Source: an optimization exercise on an open RTL-to-GDS flow (aim: small area, a short achievable clock period and few clock cycles per item). Production flows keep margins and buffers that such runs may drop. At most, simulation tests tie the RTL to the original design; equivalence was not proved.

exp/harbor:
Design hme_refine, start of the top module:
module hme_refine (
    input  wire         clk,
    input  wire         rst,
    input  wire         start,
    input  wire         level,           
    input  wire [4:0]   grid_rows_m1,    
    input  wire [4:0]   grid_cols_m1,    
    output reg          busy,
    output reg          done,
    output reg          seed_req,
    output reg  [4:0]   seed_mb_row,
    output reg  [4:0]   seed_mb_col,
    input  wire [6:0]   seed_dy,
    input  wire [6:0]   seed_dx,
    output wire         ref_req,
    output reg  [10:0]  ref_y,
    output reg  [10:0]  ref_x,
    input  wire [127:0] ref_row,
    output wire         tgt_req,
    output reg  [10:0]  tgt_y,
    output wire [10:0]  tgt_x,
    input  wire [127:0] tgt_row,
    output reg          res_valid,
    output wire [4:0]   res_mb_row,
    output wire [4:0]   res_mb_col,
    output wire [7:0]   res_dy,
    output wire [7:0]   res_dx,
    output wire [19:0]  res_cost
);
Size: ~2,200 cells after synthesis, about 360 flip-flops, about 22,000 sq um of cells after synthesis.
Settings: LEC_CHECK=0, CAP_MARGIN=20, CORE_MARGIN=2, CORE_UTILIZATION=35, PLACE_DENSITY=0.55, SLEW_MARGIN=20; clock period 24.0 ns.
standard.sh (not shown) runs the stock make flow with config.mk's settings and CLKGATE_MAP_FILE= SYNTH_SCRIPT=/design/flow/synth_recipe.tcl, a recipe that flattens the netlist after the stock synthesis.
==> flow/flow/run.sh <==
#!/bin/bash
# The standard layout, with plain buf_1 cells as the port buffers and larger
# clock-tree sink clusters without dummy loads.
set -euo pipefail
bash standard.sh "BUFFER_PORTS_ARGS=-buffer_cell sky130_fd_sc_hd__buf_1" \
  "CTS_ARGS=-sink_clustering_enable -repair_clock_nets -dont_use_dummy_load -sink_clustering_size 24 -sink_clustering_max_diameter 120" \
  finish > make_finish.log 2>&1
exp/harbor finished end to end and its layout was clean on timing, DRC and antenna.
Testbench counts of exp/harbor, summed over its fixed seeds: cycles 162,841, mbs 337.
#### Input delta (exp/zinc over exp/harbor)
- CORE_UTILIZATION now 25, was 35
- PLACE_DENSITY now 0.5, was 0.55
- ABC_AREA now 1, previously not set
## What came out
exp/zinc completed; timing, DRC and antenna clean
Sequential cell count: exp/harbor vs exp/zinc identical
Summed area of non-filler cells in the final layout: exp/zinc worse than exp/harbor
ad[3][8] as the critical path endpoint was reported by exp/harbor, and ad[10][7] by exp/zinc.
Summary of exp/zinc over exp/harbor: wire length moved up; summed instance area of the synthesized netlist moved down; worst slew slack as a fraction of its limit moved up; count of clock-buffer cells in the layout moved up.
On area taken by flip-flops and latches, exp/harbor and exp/zinc are basically level.
--- input diff exp/zinc..exp/quartz ---
- ABC_AREA no longer set, was 1
Notes after the runs:
exp/quartz closes out successfully: all stages finished, all timing, DRC and antenna checks passed.
Between exp/zinc and exp/quartz, the difference in core utilization of the finished layout is negligible.
exp/quartz vs exp/zinc on total vias in the final route: exp/quartz is the lower one.
exp/zinc → exp/quartz: worst hold slack shows an increase of 0.0074 ns; highest achievable clock rate fell about 2%; number of inverters outside the clock class in the layout decreased 162; final critical path time including I/O delays and setup rose by 0.13 ns.


hme_refine, a different RTL version from the one above (not shown whole).
For scale: ~2300 cells after synthesis, roughly 390 I/O pins, about 0.023 mm^2 of cells after synthesis.
// hme_refine
module hme_refine (
    input  wire         clk,
    input  wire         rst,
    input  wire         start,
    input  wire         level,           
    input  wire [4:0]   grid_rows_m1,    
    input  wire [4:0]   grid_cols_m1,    
    output reg          busy,
    output reg          done,
    output reg          seed_req,
    output reg  [4:0]   seed_mb_row,
    output reg  [4:0]   seed_mb_col,
    input  wire [6:0]   seed_dy,
    input  wire [6:0]   seed_dx,
    output wire         ref_req,
    output reg  [10:0]  ref_y,
    output reg  [10:0]  ref_x,
    input  wire [127:0] ref_row,
    output wire         tgt_req,
    output wire [10:0]  tgt_y,
    output wire [10:0]  tgt_x,
    input  wire [127:0] tgt_row,
    output reg          res_valid,
    output wire [4:0]   res_mb_row,
    output wire [4:0]   res_mb_col,
    output wire [7:0]   res_dy,
    output wire [7:0]   res_dx,
    output wire [19:0]  res_cost
);
clock: 24.0 ns
lec_check: 0
cap_margin: 20
core_margin: 2
core_utilization: 25
place_density: 0.5
slew_margin: 20
run.sh (not shown) runs the stock make flow with config.mk's settings and CLKGATE_MAP_FILE= SYNTH_SCRIPT=/design/flow/synth_recipe.tcl, a recipe that flattens the netlist after the stock synthesis.
Stock flow here: none of the scripts above is used.
Edit:
==> flow/flow/run.sh (new file) <==
#!/bin/bash
# The standard layout, with plain buf_1 cells as the port buffers.
set -euo pipefail
bash standard.sh "BUFFER_PORTS_ARGS=-buffer_cell sky130_fd_sc_hd__buf_1" finish > make_finish.log 2>&1
==> flow/standard.sh (new file) <==
#!/bin/bash
# synth_recipe.tcl (not shown) runs the flow's synth.tcl, then flattens the netlist and writes it again
# the make line also repeats each setting of config.mk as NAME=value (left out here)
make -C /OpenROAD-flow-scripts/flow DESIGN_CONFIG=/design/flow/config.mk WORK_HOME=/design/flow/orfs CLKGATE_MAP_FILE= SYNTH_SCRIPT=/design/flow/synth_recipe.tcl "${@:-finish}"
removed: flow/run.sh
Outcome: The new run went through all stages and came out clean. Non-clock buffer count rises by 2. Worst setup slack gets better by 0.33 ns. Wire length drops by 3.1%. Via count went up by 0.75%. Cell count is unchanged. Register-to-register slack gains 0.05 ns. Sequential cell count is unchanged. Hold slack is better by 0.022 ns.
Function was not checked in any run of this note: the RTL went through the layout flow alone.


Another version of the RTL of hme_refine (not shown whole).
For scale: roughly 2400 cells after synthesis, ~350 flip-flops, ~22000 um2 of cells after synthesis.
==> flow/config.mk <==
export PLATFORM = sky130hd
export DESIGN_NAME = hme_refine
export DESIGN_NICKNAME = hme_refine
export VERILOG_FILES = /design/flow/design.v
export SDC_FILE = /design/flow/constraint.sdc
export NUM_CORES = 4
export LEC_CHECK = 0
export ABC_AREA = 1
export CAP_MARGIN = 20
export CORE_MARGIN = 2
export CORE_UTILIZATION = 35
export PLACE_DENSITY = 0.55
export SLEW_MARGIN = 20
==> flow/constraint.sdc <==
create_clock -name core_clock -period 24.0 [get_ports {clk}]
set_input_delay 4.8000 -clock core_clock [delete_from_list [all_inputs] [get_ports {clk}]]
set_output_delay 4.8000 -clock core_clock [all_outputs]
set_load 0.01 [all_outputs]
standard.sh (not shown) runs the stock make flow with config.mk's settings and CLKGATE_MAP_FILE= SYNTH_SCRIPT=/design/flow/synth_recipe.tcl, a recipe that flattens the netlist after the stock synthesis.
==> flow/flow/run.sh <==
#!/bin/bash
# The standard layout, with plain buf_1 cells as the port buffers and larger
# clock-tree sink clusters without dummy loads.
set -euo pipefail
bash standard.sh "BUFFER_PORTS_ARGS=-buffer_cell sky130_fd_sc_hd__buf_1" \
  "CTS_ARGS=-sink_clustering_enable -repair_clock_nets -dont_use_dummy_load -sink_clustering_size 24 -sink_clustering_max_diameter 120" \
  finish > make_finish.log 2>&1
Testbench counts at the start, summed over its fixed seeds: cycles 162,841, mbs 337.
==> next run, changes <==
Settings changed: ABC_AREA 1 to not set.
=> Die area barely changes. Final area is about the same. Clock skew drops by 0.0044 ns. Register-to-register slack loses 0.13 ns. Non-clock buffer count rises by 3. Count of clock-buffer cells in the layout stays the same.


Setup of v36:
Another version of the RTL of hme_refine (not shown whole).
For scale: roughly 2,200 cells after synthesis, about 360 flip-flops, about 390 I/O pins, ~23,000 µm² of cells after synthesis.
==> flow/design.v (excerpt) <==
module hme_refine (
    input  wire         clk,
    input  wire         rst,
    input  wire         start,
    input  wire         level,           
    input  wire [4:0]   grid_rows_m1,    
    input  wire [4:0]   grid_cols_m1,    
    output reg          busy,
    output reg          done,
    output reg          seed_req,
    output reg  [4:0]   seed_mb_row,
    output reg  [4:0]   seed_mb_col,
    input  wire [6:0]   seed_dy,
    input  wire [6:0]   seed_dx,
    output wire         ref_req,
    output reg  [10:0]  ref_y,
    output reg  [10:0]  ref_x,
    input  wire [127:0] ref_row,
    output wire         tgt_req,
    output reg  [10:0]  tgt_y,
    output wire [10:0]  tgt_x,
    input  wire [127:0] tgt_row,
    output reg          res_valid,
    output wire [4:0]   res_mb_row,
    output wire [4:0]   res_mb_col,
    output wire [7:0]   res_dy,
    output wire [7:0]   res_dx,
    output wire [19:0]  res_cost
);
clock: 24.0 ns
lec_check: 0
cap_margin: 20
core_margin: 2
core_utilization: 25
place_density: 0.5
slew_margin: 20
==> flow/flow/run.sh <==
#!/bin/bash
# The standard layout, with plain buf_1 cells as the port buffers and larger
# clock-tree sink clusters without dummy loads.
set -euo pipefail
bash standard.sh "BUFFER_PORTS_ARGS=-buffer_cell sky130_fd_sc_hd__buf_1" \
  "CTS_ARGS=-sink_clustering_enable -repair_clock_nets -dont_use_dummy_load -sink_clustering_size 30 -sink_clustering_max_diameter 150" \
  finish > make_finish.log 2>&1
Testbench counts of v36, summed over its fixed seeds: cycles 162,841, mbs 337.
Input-level comparison between v45 and v36:
- PLACE_DENSITY changed from 0.5 to 0.65
- CORE_UTILIZATION changed from 25 to 45
## What came out
- Comparing v36 and v45, the higher shortest clock period the worst path allows after layout was measured on v45.
- When v45 is set beside v36, its hold slack turns out to be 0.014 ns smaller.
- Of v36 and v45, the higher area growth from synthesis to layout belongs to v36.
- Summary: total non-filler cell area in the finished layout, v45 better than v36
- v36 → v45: die area fell by 44%, total wire length after detailed routing moved down, via count rose by 3.4%, final cycle utilization of the critical path shows an increase of 0.42 points.
- NOTE: core outline area in v45 falls short of that of v36
- For v36, the topmost layer with routed signal wires was met5, unlike v45, where it was met4.
Inputs modified between v45 and v5:
- changing PLACE_DENSITY from 0.65 to 0.5
- changing CORE_UTILIZATION from 45 to 25
==> flow/flow/run.sh <==
#!/bin/bash
# The standard layout, with plain buf_1 cells as the port buffers and larger
# clock-tree sink clusters without dummy loads.
set -euo pipefail
bash standard.sh "BUFFER_PORTS_ARGS=-buffer_cell sky130_fd_sc_hd__buf_1" \
  "CTS_ARGS=-sink_clustering_enable -repair_clock_nets -dont_use_dummy_load -sink_clustering_size 24 -sink_clustering_max_diameter 120" \
  finish > make_finish.log 2>&1
### Flow results
- Per the comparison of v5 with v45, design area +800 µm²; area of the die went up; data required time at the worst endpoint has increased.
- v45 has lower placed instance count than v5.
- Between v45 and v5, initial core utilization decreased.
- Taking v45 as 1.0, v5 lands at 1.05 on first-pass GRT wire length.
- v5: iteration count of the initial detailed-routing pass lower than v45
- v5 finished every step from synthesis to the final layout, and the layout passed the timing, DRC and antenna checks.
- Comparing v5 and v45, the higher worst-skew pair later-pin latency is on v5.
- In the tables for v5 and v45, area after detailed placement reads higher with v5.
Here is what was changed in the inputs of v26 compared with v5.
==> flow/flow/run.sh <==
#!/bin/bash
# The standard layout, with plain buf_1 cells as the port buffers and larger
# clock-tree sink clusters without dummy loads.
set -euo pipefail
bash standard.sh "BUFFER_PORTS_ARGS=-buffer_cell sky130_fd_sc_hd__buf_1" \
  "CTS_ARGS=-sink_clustering_enable -repair_clock_nets -dont_use_dummy_load -sink_clustering_size 20 -sink_clustering_max_diameter 100" \
  finish > make_finish.log 2>&1
==> run summary <==
- Worst setup slack in v26 is 0.0045 ns lower than in v5
- Looking at v5 and v26, the final cell count without fillers is a wash.
- Met2 wirelength from detailed routing essentially unchanged between v26 and v5.
- Any difference in number of nets at the end of the flow between v5 and v26 is small enough to ignore.

## port drivers added, routing unchanged
No port has a modelled driver above. Below, the same layouts with a new extraction and two added sets of constraints. Step 1: set_driving_cell puts a clkbuf_16 on clk and a buf_2 on each other input, an assumption about the parent block. Step 2 moves the port delays by t, midway between the first and last clock arrival at a register: inputs arrive t later, outputs are due t later. That takes back most of the time a late clock gives input paths. Slacks: ideal ports / drivers / drivers and shift; pairs: ideal ports / drivers.
| run | t, ns | setup WS [ns] | hold WS [ns] | latest minus earliest clock arrival (ns) | worst register clock-pin slew, ns |
|---|---|---|---|---|---|
| exp/harbor | 0.586 | 17.825 / 17.860 / 17.274 | 0.335 / 0.335 / 0.335 | 0.021 / 0.022 | 0.10 / 0.10 |
| exp/zinc | 0.591 | 17.906 / 17.884 / 17.345 | 0.327 / 0.327 / 0.327 | 0.066 / 0.066 | 0.11 / 0.11 |
| exp/quartz | 0.601 | 17.777 / 17.811 / 17.209 | 0.334 / 0.334 / 0.334 | 0.049 / 0.049 | 0.11 / 0.11 |
| the first run of note 2 | 0.620 | 16.224 / 16.165 / 16.785 | 0.297 / 0.297 / 0.297 | 0.032 / 0.032 | 0.06 / 0.06 |
| the second run of note 2 | 0.629 | 16.550 / 16.491 / 17.120 | 0.319 / 0.319 / 0.319 | 0.053 / 0.054 | 0.06 / 0.06 |
| the first run of note 3 | 0.586 | 17.985 / 17.926 / 17.524 | 0.334 / 0.334 / 0.334 | 0.036 / 0.036 | 0.10 / 0.10 |
| the second run of note 3 | 0.586 | 17.959 / 17.951 / 17.385 | 0.330 / 0.330 / 0.330 | 0.028 / 0.028 | 0.10 / 0.10 |
| v36 | 0.585 | 17.836 / 17.854 / 17.283 | 0.341 / 0.341 / 0.341 | 0.056 / 0.056 | 0.12 / 0.12 |
| v45 | 0.581 | 17.734 / 17.767 / 17.186 | 0.327 / 0.327 / 0.327 | 0.035 / 0.035 | 0.12 / 0.12 |
| v5 | 0.595 | 17.859 / 17.872 / 17.297 | 0.336 / 0.336 / 0.336 | 0.062 / 0.062 | 0.10 / 0.10 |
| v26 | 0.607 | 17.854 / 17.885 / 17.278 | 0.308 / 0.308 / 0.308 | 0.054 / 0.055 | 0.09 / 0.09 |
After both steps setup and hold are still met in every run listed. The setup slack of v26, which loses most, moves by +0.031 ns with the drivers and by -0.576 ns with both steps.
